What follows belongs to an exercise in optimizing a design on an open flow for small area, a short achievable clock period and few clock cycles per item; a production flow would make more cautious choices. The RTL was checked by simulation tests, not by an equivalence proof against the original design. Power and IR drop assume default switching activity.

==> flow/design.v <==
module gs_addr_calc (
    input  wire [1:0]  fmt,
    input  wire [13:0] dbp,
    input  wire [5:0]  dbw,
    input  wire [12:0] x,
    input  wire [12:0] y,
    output reg  [28:0] addr
);
    function automatic [4:0] block32;
        input [2:0] bx;
        input [1:0] by;
        reg [4:0] b;
        begin
            case ({by, bx})
                5'd0:  b = 5'd0;   5'd1:  b = 5'd1;   5'd2:  b = 5'd4;   5'd3:  b = 5'd5;
                5'd4:  b = 5'd16;  5'd5:  b = 5'd17;  5'd6:  b = 5'd20;  5'd7:  b = 5'd21;
                5'd8:  b = 5'd2;   5'd9:  b = 5'd3;   5'd10: b = 5'd6;   5'd11: b = 5'd7;
                5'd12: b = 5'd18;  5'd13: b = 5'd19;  5'd14: b = 5'd22;  5'd15: b = 5'd23;
                5'd16: b = 5'd8;   5'd17: b = 5'd9;   5'd18: b = 5'd12;  5'd19: b = 5'd13;
                5'd20: b = 5'd24;  5'd21: b = 5'd25;  5'd22: b = 5'd28;  5'd23: b = 5'd29;
                5'd24: b = 5'd10;  5'd25: b = 5'd11;  5'd26: b = 5'd14;  5'd27: b = 5'd15;
                5'd28: b = 5'd26;  5'd29: b = 5'd27;  5'd30: b = 5'd30;  default: b = 5'd31;
            endcase
            block32 = b;
        end
    endfunction
    function automatic [4:0] block4;
        input [1:0] bx;
        input [2:0] by;
        reg [4:0] b;
        begin
            case ({by, bx})
                5'd0:  b = 5'd0;   5'd1:  b = 5'd2;   5'd2:  b = 5'd8;   5'd3:  b = 5'd10;
                5'd4:  b = 5'd1;   5'd5:  b = 5'd3;   5'd6:  b = 5'd9;   5'd7:  b = 5'd11;
                5'd8:  b = 5'd4;   5'd9:  b = 5'd6;   5'd10: b = 5'd12;  5'd11: b = 5'd14;
                5'd12: b = 5'd5;   5'd13: b = 5'd7;   5'd14: b = 5'd13;  5'd15: b = 5'd15;
                5'd16: b = 5'd16;  5'd17: b = 5'd18;  5'd18: b = 5'd24;  5'd19: b = 5'd26;
                5'd20: b = 5'd17;  5'd21: b = 5'd19;  5'd22: b = 5'd25;  5'd23: b = 5'd27;
                5'd24: b = 5'd20;  5'd25: b = 5'd22;  5'd26: b = 5'd28;  5'd27: b = 5'd30;
                5'd28: b = 5'd21;  5'd29: b = 5'd23;  5'd30: b = 5'd29;  default: b = 5'd31;
            endcase
            block4 = b;
        end
    endfunction
    function automatic [3:0] colword32;
        input [2:0] cx;
        input       cy;
        begin
            colword32 = 4 * cx[2:1] + cx[0] + 2 * cy;
        end
    endfunction
    function automatic [3:0] colword_idx;
        input       c;
        input [2:0] u;
        input [1:0] cy;
        reg   [3:0] w;
        begin
            w = 4 * u[2:1] + u[0] + 2 * cy[0];
            if (cy[1] ^ c)
                w = w ^ 4'd8;
            colword_idx = w;
        end
    endfunction
    reg [13:0] page32;
    reg [4:0]  blk32;
    reg [3:0]  cw32;
    reg [25:0] word32;
    always @* begin
        page32 = x[12:6] + y[12:5] * dbw;
        blk32  = block32(x[5:3], y[4:3]);
        cw32   = colword32(x[2:0], y[0]);
        word32 = dbp * 2048 + page32 * 2048 + blk32 * 64 + y[2:1] * 16 + cw32;
    end
    reg [13:0] page8;
    reg [4:0]  blk8;
    reg [3:0]  cw8;
    reg [1:0]  cb8;
    reg [25:0] word8;
    always @* begin
        page8 = x[12:7] + y[12:6] * dbw[5:1];
        blk8  = block32(x[6:4], y[5:4]);
        cw8   = colword_idx(y[2], x[2:0], y[1:0]);
        cb8   = 2 * x[3] + y[1];
        word8 = dbp * 2048 + page8 * 2048 + blk8 * 64 + y[3:2] * 16 + cw8;
    end
    reg [13:0] page4;
    reg [4:0]  blk4;
    reg [3:0]  cw4;
    reg [2:0]  cb4;
    reg [25:0] word4;
    always @* begin
        page4 = x[12:7] + y[12:7] * dbw[5:1];
        blk4  = block4(x[6:5], y[6:4]);
        cw4   = colword_idx(y[2], x[2:0], y[1:0]);
        cb4   = 2 * x[4:3] + y[1];
        word4 = dbp * 2048 + page4 * 2048 + blk4 * 64 + y[3:2] * 16 + cw4;
    end
    always @* begin
        case (fmt)
            2'd0:    addr = {3'b000, word32};
            2'd1:    addr = {1'b0, word8, cb8};
            default: addr = {word4, cb4};
        endcase
    end
endmodule
module gs_swizzle_agu (
    input  wire        clk,
    input  wire        rst,
    input  wire        cmd_valid,
    output wire        cmd_ready,
    input  wire [1:0]  cmd_fmt,
    input  wire [13:0] cmd_dbp,
    input  wire [5:0]  cmd_dbw,
    input  wire [10:0] cmd_x0,
    input  wire [10:0] cmd_y0,
    input  wire [11:0] cmd_w,
    input  wire [11:0] cmd_h,
    output reg         out_valid,
    input  wire        out_ready,
    output reg  [28:0] out_addr,
    output reg         out_last
);
    reg [1:0]  fmt_q;
    reg [13:0] dbp_q;
    reg [5:0]  dbw_q;
    reg [10:0] x0_q;
    reg [11:0] w_q;
    reg [11:0] h_q;
    reg        busy;
    reg [12:0] cur_x;
    reg [12:0] cur_y;
    reg [11:0] col;      
    reg [11:0] row;      
    wire [28:0] addr;
    gs_addr_calc u_calc (
        .fmt  (fmt_q),
        .dbp  (dbp_q),
        .dbw  (dbw_q),
        .x    (cur_x),
        .y    (cur_y),
        .addr (addr)
    );
    wire row_end  = (col == w_q - 12'd1);
    wire rect_end = row_end && (row == h_q - 12'd1);
    wire advance  = busy && (!out_valid || out_ready);
    assign cmd_ready = !busy;
    always @(posedge clk) begin
        if (rst) begin
            busy      <= 1'b0;
            out_valid <= 1'b0;
            out_last  <= 1'b0;
            out_addr  <= 29'd0;
            fmt_q     <= 2'd0;
            dbp_q     <= 14'd0;
            dbw_q     <= 6'd0;
            x0_q      <= 11'd0;
            w_q       <= 12'd0;
            h_q       <= 12'd0;
            cur_x     <= 13'd0;
            cur_y     <= 13'd0;
            col       <= 12'd0;
            row       <= 12'd0;
        end else begin
            if (out_valid && out_ready)
                out_valid <= 1'b0;
            if (cmd_valid && cmd_ready) begin
                fmt_q <= cmd_fmt;
                dbp_q <= cmd_dbp;
                dbw_q <= cmd_dbw;
                x0_q  <= cmd_x0;
                w_q   <= cmd_w;
                h_q   <= cmd_h;
                cur_x <= {2'b00, cmd_x0};
                cur_y <= {2'b00, cmd_y0};
                col   <= 12'd0;
                row   <= 12'd0;
                busy  <= (cmd_w != 12'd0) && (cmd_h != 12'd0);
            end else if (advance) begin
                out_valid <= 1'b1;
                out_addr  <= addr;
                out_last  <= rect_end;
                if (rect_end) begin
                    busy <= 1'b0;
                end else if (row_end) begin
                    col   <= 12'd0;
                    row   <= row + 12'd1;
                    cur_x <= {2'b00, x0_q};
                    cur_y <= cur_y + 13'd1;
                end else begin
                    col   <= col + 12'd1;
                    cur_x <= cur_x + 13'd1;
                end
            end
        end
    end
endmodule
==> flow/run.sh <==
#!/bin/bash
# synth_recipe.tcl (not shown) runs the flow's synth.tcl, then flattens the netlist and writes it again
# the make line also repeats each setting of config.mk as NAME=value (left out here)
make -C /OpenROAD-flow-scripts/flow DESIGN_CONFIG=/design/flow/config.mk WORK_HOME=/design/flow/orfs CLKGATE_MAP_FILE= SYNTH_SCRIPT=/design/flow/synth_recipe.tcl finish
==> flow/config.mk <==
export PLATFORM = sky130hd
export DESIGN_NAME = gs_swizzle_agu
export DESIGN_NICKNAME = gs_swizzle_agu
export VERILOG_FILES = /design/flow/design.v
export SDC_FILE = /design/flow/constraint.sdc
export NUM_CORES = 4
export LEC_CHECK = 0
export CAP_MARGIN = 20
export CORE_MARGIN = 2
export CORE_UTILIZATION = 40
export SLEW_MARGIN = 20
==> flow/constraint.sdc <==
create_clock -name core_clock -period 6.0 [get_ports {clk}]
set_input_delay 1.2000 -clock core_clock [delete_from_list [all_inputs] [get_ports {clk}]]
set_output_delay 1.2000 -clock core_clock [all_outputs]
set_load 0.01 [all_outputs]
==> impl_metrics.env <==
export IMPL_status="no timing/DRC/antenna violations"
export IMPL_core_sq_um=28600
export IMPL_maxCapViolCount=0
export IMPL_required_ps=6280
export IMPL_die_w_um=174
export IMPL_tritoncts="done"
export IMPL_synth_ff_latch_count=139
export IMPL_drtAntennaViolNets=0
export IMPL_reg2reg_from="cur_y[10]$_SDFFE_PP0P_"
export IMPL_fin_skew_ps=11.3
export IMPL_synthCells=1467
export IMPL_startpoint_type="flop"
export IMPL_tightest_slew_ps=1010
export IMPL_die_area_sq_um=30300
export IMPL_grt_busiest_layer="met2"
export IMPL_slew_headroom=0.326
export IMPL_critPathArrivalTime_ps=6110
export IMPL_synthArstFlopShare=0
export IMPL_finalPower_w=0.00273
export IMPL_timing_fmax_mhz=172
export IMPL_port_buffers=103
export IMPL_clockBufferDepth=2
export IMPL_gp_congestion=0.871
export IMPL_ys_types=58
export IMPL_fin_ws_ps=171
export IMPL_critPathLaunch="cur_y[10]$_SDFFE_PP0P_"
export IMPL_post_dp_hpwl_um=25700
export IMPL_ctsHtreeMaxLevel=4
export IMPL_die_h_um=174
export IMPL_num_io_pins=104
export IMPL_antenna_found_initial=0
export IMPL_initialDrtViolationCount=650
export IMPL_peakVddDrop_mv=0.163
export IMPL_pre_cts_ws_ps=-195
export IMPL_cp_max_fo=3
export IMPL_cts_sinks=139
export IMPL_synth_warnings=2
export IMPL_placed_cell_area_sq_um=13300
export IMPL_finalCritPeriodShare=0.971
export IMPL_synth_edff_count=0
export IMPL_grt_usage=0.217
export IMPL_p_per_area_nw_per_um2=195
export IMPL_syn_to_final_growth_pct=21.1
export IMPL_syn_num_nets=1703
export IMPL_via_per_inst=5.23
export IMPL_rsz0062_at_grt="true"
export IMPL_end_kind="flop"
export IMPL_drtPass1Iterations=5
export IMPL_fin_crit_ps=5830
export IMPL_hold_violations=0
export IMPL_overflow=0
export IMPL_routed_wl_um=32700
export IMPL_syn_avg_cell_area_sq_um=7.89
export IMPL_min_from="out_addr[12]$_SDFFE_PP0P_"
export IMPL_use_met3=0.0374
export IMPL_clk_pin_slew_ps=70
export IMPL_grt_pass1_wl_um=52700
export IMPL_dp_cells=1945
export IMPL_wl_per_cell_um=16.5
export IMPL_grt_pass1_vias=10100
export IMPL_ys_seq_area_frac=0.240
export IMPL_cts_buffers=17
export IMPL_vias=10400
export IMPL_drv_slew=0
export IMPL_met2_usage=0.354
export IMPL_insertion_delay_ps=440
export IMPL_setup_violations=0
export IMPL_use_met1=0.300
export IMPL_row_count=62
export IMPL_synth_top_flop_cell="dfxtp_1"
export IMPL_cts_root_buf="clkbuf_16"
export IMPL_hold_path_class="reg2reg"
export IMPL_drive_gt1_frac=0.0915
export IMPL_antennaDiodeCount=0
export IMPL_fin_area_sq_um=14000
export IMPL_drc=0
export IMPL_stdcell_count=1980
export IMPL_nets=1819
export IMPL_synth_area_sq_um=11600
export IMPL_critPathKind="reg2reg"
export IMPL_p_leak_nw=6.15
export IMPL_grt_max_degree=73
export IMPL_initial_utilization=0.404
==> area by class of cell <==
type                    instances  area [sq um]
flip-flops and latches        139          2790
inverters                     137           514
clock buffers                  17           425
well taps                     384           480
fillers                      2795         14600
repair buffers                170          1530
multi-input cells            1118          8120
clock inverters                15           158
==> logic make-up (layout without fill, tap and decap cells) <==
family | count (synthesis) | after routing | share of synthesized area
multiplexers | 12 | 12 | 0.0105
buffers and inverters | 210 | 339 | 0.0709
XOR/XNOR | 120 | 120 | 0.0908
AO/OA/AOI/OAI | 297 | 297 | 0.162
adder cells (fa/ha/maj) | 164 | 164 | 0.216
flip-flops | 139 | 139 | 0.240
AND/OR/NAND/NOR | 525 | 525 | 0.210
==> cell usage after synthesis (all sizes together), types with 4 or more instances <==
master / number / area, sq um
inv: 137 / 514
nand2: 223 / 837
o211ai: 9 / 67.6
and2: 31 / 194
o21ai: 38 / 190
ha: 105 / 1310
nand4: 26 / 163
nand2b: 13 / 81.3
a21oi: 120 / 601
o22ai: 4 / 25.0
buf: 10 / 70.1
a21boi: 8 / 60.1
a21o: 20 / 150
mux2i: 11 / 110
nor2b: 13 / 81.3
clkbuf: 63 / 236
a221oi: 4 / 35.0
nor4: 17 / 119
a2111oi: 7 / 61.3
nor2: 108 / 405
a311oi: 6 / 52.6
o21bai: 9 / 67.6
a211o: 4 / 35.0
or2: 8 / 50.1
o31ai: 6 / 45.0
xor2: 55 / 482
o21a: 6 / 45.0
nand3: 29 / 145
a211oi: 25 / 188
a31oi: 14 / 87.6
fa: 59 / 1180
xnor2: 65 / 569
dfxtp: 139 / 2780
or3: 5 / 31.3
and3: 15 / 93.8
nor3: 26 / 141
==> layout by cell type, fill, tap and decap left out, types with 6 or more instances in the layout <==
cell             synthesis  layout
buf_4                    0      68
or2_2                    8       8
nor2_1                 108     107
clkdlybuf4s50_1          0     102
nand3_1                 29      29
clkbuf_16                0      17
o211ai_1                 9       9
nand4_1                 26      26
a21boi_0                 8       6
xor2_1                  55      55
and2_1                  31      27
a21o_1                  20      20
o21ai_0                 38      36
a211oi_1                25      24
and3_1                  15      15
ha_1                   105     102
nor4_1                  15      15
mux2i_1                 11      11
o21a_1                   6       6
inv_6                    0       6
xnor2_1                 65      65
nor2b_1                 13      12
nand2_1                223     221
o21bai_1                 9       9
nand2b_1                13      13
nor3_1                  25      25
a31oi_1                 14      14
a21oi_1                120     117
inv_1                  137     133
fa_1                    59      59
dfxtp_1                139     134
a311oi_1                 6       6
==> metrics by stage <==
| step | utilization | TNS, ps | hold slack [ps] |
|---|---|---|---|
| 6_report | 0.490 | 0 | 456 |
| 2_1_floorplan | - | 0 | 434 |
| 3_5_place_dp | 0.464 | -199 | 447 |
| 3_3_place_gp | 0.464 | -84.4 | 442 |
| 5_1_grt | 0.490 | -122 | 482 |
| 4_1_cts | 0.485 | 0 | 457 |
==> worst paths after layout <==
check | end | slack [ps] | depth (start not counted)
hold reg to reg | out_addr[12]$_SDFFE_PP0P_ | 460 | 2
setup reg to reg | out_addr[24]$_SDFFE_PP0P_ | 170 | 24
setup / recovery | out_addr[24]$_SDFFE_PP0P_ | 170 | 24
hold / removal | out_addr[12]$_SDFFE_PP0P_ | 460 | 2
==> layer usage <==
| metal | part of all wire | vias to the layer above | routed length [um] |
|---|---|---|---|
| met3 | 0.043 | 20 | 1400 |
| met2 | 0.47 | 215 | 15400 |
| met5 | 0 | - | 0 |
| li1 | - | 5212 | - |
| met4 | 0.011 | 0 | 345 |
| met1 | 0.48 | 4917 | 15600 |
==> timing repair <==
item                                    in CTS  in global routing
hold endpoints to repair                     0                  0
hold buffers                                 0                  0
endpoints found under the setup margin       2                  6
gates cloned                                 0                  0
buffers inserted                             0                  3
gates resized for setup                      7                 32
pin swaps                                    0                 23
==> worst max-delay path: stages (launching register included) <==
cell and delay (ps):
dfxtp_1 330, and2_4 140, fa_1 560, inv_2 40, fa_1 510, inv_2 40, fa_1 490, inv_1 50
fa_1 490, inv_2 50, ha_4 210, a21boi_4 130, o311a_1 350, o21a_1 200, o21a_1 210, o41ai_2 320
xor2_1 190, ha_1 260, nand4_1 150, a2111oi_4 50, a2111oi_2 310, buf_4 170, xor2_1 140, o221a_2 210
a211oi_2 60
==> state kept, by name, summed over array words and instances (netlist names), 12 cells and up <==
signal	count
col	12
cur_x	13
cur_y	13
dbp_q	14
h_q	12
out_addr	29
row	12
w_q	12
==> power by group <==
| part | internal (W) | switching (W) |
|---|---|---|
| Combinational | 0.000284 | 0.000334 |
| Sequential | 0.000974 | 0.0000675 |
| Clock | 0.000586 | 0.000481 |
Testbench counts, summed over its fixed seeds: cycles 221,128, items 220,800.

[re-timing with driven ports]
The results above use ideal ports. As a check the final layout listed here was re-extracted and re-timed, cells and wires unchanged. Step 1 (the two cells are an assumption about what drives the block):
set clk [get_ports {clk}]
set_driving_cell -lib_cell sky130_fd_sc_hd__clkbuf_16 $clk
set_driving_cell -lib_cell sky130_fd_sc_hd__buf_2 [delete_from_list [all_inputs] $clk]
Step 2 also shifts input and output timing later by t, the mid clock arrival at the registers, as if the neighbouring blocks saw the same clock. Slacks: no drivers / after step 1 / after step 2; pairs: no drivers / after step 1.
t, ns: 0.482
setup slack, ns: 0.171 / 0.171 / 0.171
hold WS [ns]: 0.456 / 0.456 / 0.456
latest minus earliest clock arrival (ns): 0.013 / 0.013
worst register clock-pin slew, ns: 0.07 / 0.07
After both steps this run still meets setup and hold. The setup slack of this run moves by 0.000 ns with the drivers and by 0.000 ns with both steps.
